Background: an optimization exercise with open tools, aiming at small area, a short achievable clock period and few clock cycles. Do not read the settings as production practice.
Where RTL was checked, it was by simulation tests only, not by an equivalence proof against the original.
Power and IR drop assume default switching activity.

==> job 8860 <==
// openblt_transport
module openblt_transport (
    input  wire         clk,
    input  wire         rst,             
    input  wire         cmd_valid,
    output wire         cmd_ready,
    input  wire [15:0]  cmd,
    input  wire [31:0]  arg_len,
    input  wire         dbuf_we,
    input  wire [255:0] dbuf_wdata,      
    output reg  [1:0]   status,
    output wire [31:0]  result,
    output wire [7:0]   pkt_len,
    output wire [255:0] pkt_data,        
    input  wire [31:0]  now_ms,
    input  wire [31:0]  now_tick,
    output reg          pf_rx_req,
    input  wire         pf_rx_valid,
    input  wire [7:0]   pf_rx_data,
    output reg          pf_tx_valid,
    output wire [7:0]   pf_tx_data,
    input  wire         pf_tx_done,
    input  wire         pf_tx_ok,
    output reg          mb_rx_req,
    input  wire         mb_rx_valid,
    input  wire [7:0]   mb_rx_data,
    output reg          mb_tx_valid,
    output reg          mb_tx_last,
    output wire [7:0]   mb_tx_data,
    input  wire         mb_tx_done,
    input  wire         mb_tx_ok,
    output reg          mb_de
);
==> flow/config.mk <==
export PLATFORM = sky130hd
export DESIGN_NAME = openblt_transport
export DESIGN_NICKNAME = openblt_transport
export VERILOG_FILES = /design/flow/design.v
export SDC_FILE = /design/flow/constraint.sdc
export NUM_CORES = 4
export LEC_CHECK = 0
export CAP_MARGIN = 20
export CORE_MARGIN = 2
export CORE_UTILIZATION = 40
export SLEW_MARGIN = 20
==> flow/constraint.sdc <==
create_clock -name core_clock -period 10.0 [get_ports {clk}]
set_input_delay 2.0000 -clock core_clock [delete_from_list [all_inputs] [get_ports {clk}]]
set_output_delay 2.0000 -clock core_clock [all_outputs]
set_load 0.01 [all_outputs]
standard.sh (not shown) runs the stock make flow with config.mk's settings and CLKGATE_MAP_FILE= SYNTH_SCRIPT=/design/flow/synth_recipe.tcl, a recipe that flattens the netlist after the stock synthesis.
==> flow/flow/run.sh <==
#!/bin/bash
set -euo pipefail
export BUFFER_PORTS_ARGS="-buffer_cell sky130_fd_sc_hd__buf_1"
export SETUP_SLACK_MARGIN="${FLOW_SETUP_MARGIN:-6.7}"
bash standard.sh > standard.log 2>&1
==> job 9244 (differences from job 8860) <==
- CORE_UTILIZATION: 40 -> 65
==> job 5908 (differences from job 8860) <==
--- a/flow/design.v
+++ b/flow/design.v
@@ -121,20 +121,22 @@
                       d_crc_read | d_crc_blk | d_mb_init | d_mb_tx | d_mb_poll | d_t35;
     wire len_hi0  = (arg_len[31:6] == 26'd0);
     wire len_le32 = len_hi0 && (!arg_len[5] || arg_len[4:0] == 5'd0);
     wire len_nz   = (arg_len != 32'd0);
     wire len_tx   = len_le32 && len_nz;
-    wire [7:0]  ms_lo     = {1'b0, now_ms[6:0]} - {1'b0, pf_last_ms[6:0]};
-    wire [24:0] ms_hi_p1  = pf_last_ms[31:7] + 25'd1;
-    wire        ms_hi_eq  = ms_lo[7] ? (now_ms[31:7] == ms_hi_p1)
-                                     : (now_ms[31:7] == pf_last_ms[31:7]);
-    wire pf_late = !(ms_hi_eq && ms_lo[6:0] < PF_TIMEOUT_MS[6:0]);
-    wire [9:0]  tk_lo     = {1'b0, now_tick[8:0]} - {1'b0, mb_last_tick[8:0]};
-    wire [22:0] tk_hi_p1  = mb_last_tick[31:9] + 23'd1;
-    wire        tk_hi_eq  = tk_lo[9] ? (now_tick[31:9] == tk_hi_p1)
-                                     : (now_tick[31:9] == mb_last_tick[31:9]);
-    wire mb_late = !(tk_hi_eq && tk_lo[8:0] < MB_T35[8:0]);
+    wire [24:0] ms_hi_p1 = pf_last_ms[31:7] + 25'd1;
+    wire [7:0]  ms_lim   = {1'b0, pf_last_ms[6:0]} + PF_TIMEOUT_MS[7:0];
+    wire ms_ge   = (now_ms[6:0] >= pf_last_ms[6:0]);
+    wire ms_near = ms_ge ? ((now_ms[31:7] == pf_last_ms[31:7]) && ({1'b0, now_ms[6:0]} < ms_lim))
+                         : ((now_ms[31:7] == ms_hi_p1) && ms_lim[7] && (now_ms[6:0] < ms_lim[6:0]));
+    wire pf_late = !ms_near;
+    wire [22:0] tk_hi_p1 = mb_last_tick[31:9] + 23'd1;
+    wire [9:0]  tk_lim   = {1'b0, mb_last_tick[8:0]} + MB_T35[9:0];
+    wire tk_ge   = (now_tick[8:0] >= mb_last_tick[8:0]);
+    wire tk_near = tk_ge ? ((now_tick[31:9] == mb_last_tick[31:9]) && ({1'b0, now_tick[8:0]} < tk_lim))
+                         : ((now_tick[31:9] == tk_hi_p1) && tk_lim[9] && (now_tick[8:0] < tk_lim[8:0]));
+    wire mb_late = !tk_near;
     wire       pf_st1    = pf_st & ~late_q;
     wire [5:0] pf_cnt_p1 = {1'b0, pf_cnt} + 6'd1;
     wire       pf_start  = rxv_q & ~pf_st1 & (rxd_q >= 8'd1) & (rxd_q <= 8'd32);
     wire       pf_del    = rxv_q & pf_st1 & (pf_cnt_p1 == pf_exp);
     wire       mb_clear  = late_q & ~mb_sync;
- CORE_UTILIZATION: 40 -> 50
- CTS_CLUSTER_DIAMETER: not set -> 80
- CTS_CLUSTER_SIZE: not set -> 30
==> comparison <==
Combinational power, lowest first: job 8860, job 9244, job 5908. Final area: job 8860 > job 9244 > job 5908. Between job 8860 and job 9244, the lower sequential share of layout area is in job 8860 (gap 1.2 points). The lowest register-to-register slack belongs to job 5908, the highest to job 8860.
==> figures <==
                                                              job 5908              job 9244            job 8860
Crit path required time                                        8.00 ns              10.60 ns            10.60 ns
Depth of the worst hold-timing path                                  2                     2                   0
Largest net degree at the start of global routing                  103                   103                  92
Crit path buf inv count                                              1                     2                   2
Nets                                                             4,694                 4,710               4,707
Outcome                                       timing/DRC/antenna clean  timing/DRC/antenna clean  timing/DRC/antenna clean
Total via count in the routed design                            32,700                34,100              33,300
Cell leakage power                                             20.0 nW               21.1 nW             21.7 nW
Met3 Wirelength                                              10,700 um             13,400 um           11,800 um
Worst Hold End                                     res[2]$_SDFFE_PP0P_  res[10]$_SDFFE_PP0P_  mb_b2[0]$_DFFE_PP_
Testbench counts of job 5908, summed over its fixed seeds: cycles 67,137.
For job 8860 and job 9244, only the layout was checked, not whether the RTL still works.

separate check: timing with driven ports:
No port has a modelled driver above. Below, the same layouts with a new extraction and two added sets of constraints. Step 1 sets driving cells, clkbuf_16 on the clock port and buf_2 on the other inputs (assumed; they add their load-dependent delay and slew). Step 2 adds t to the input delays and takes it off the output delays; t is the mean of the earliest and latest rising clock arrival at the registers after step 1. Input paths then give back, and output paths get back, about the clock's delay inside the block. a / b / c = ideal / step 1 / step 2; a / b = the first two.
| run | t (ns) | setup slack, ns | latest minus earliest clock arrival (ns) | worst slew at a driven data input, ns |
|---|---|---|---|---|
| job 8860 | 0.830 | 6.154 / 6.209 / 5.379 | 0.052 / 0.052 | 0.15 |
| job 9244 | 0.787 | 6.025 / 6.051 / 5.264 | 0.046 / 0.046 | 0.15 |
| job 5908 | 0.782 | 6.581 / 6.505 / 5.848 | 0.034 / 0.034 | 0.14 |
After both steps setup and hold are still met in every run listed. The setup slack of job 8860, which loses most, moves by +0.055 ns with the drivers and by -0.775 ns with both steps.
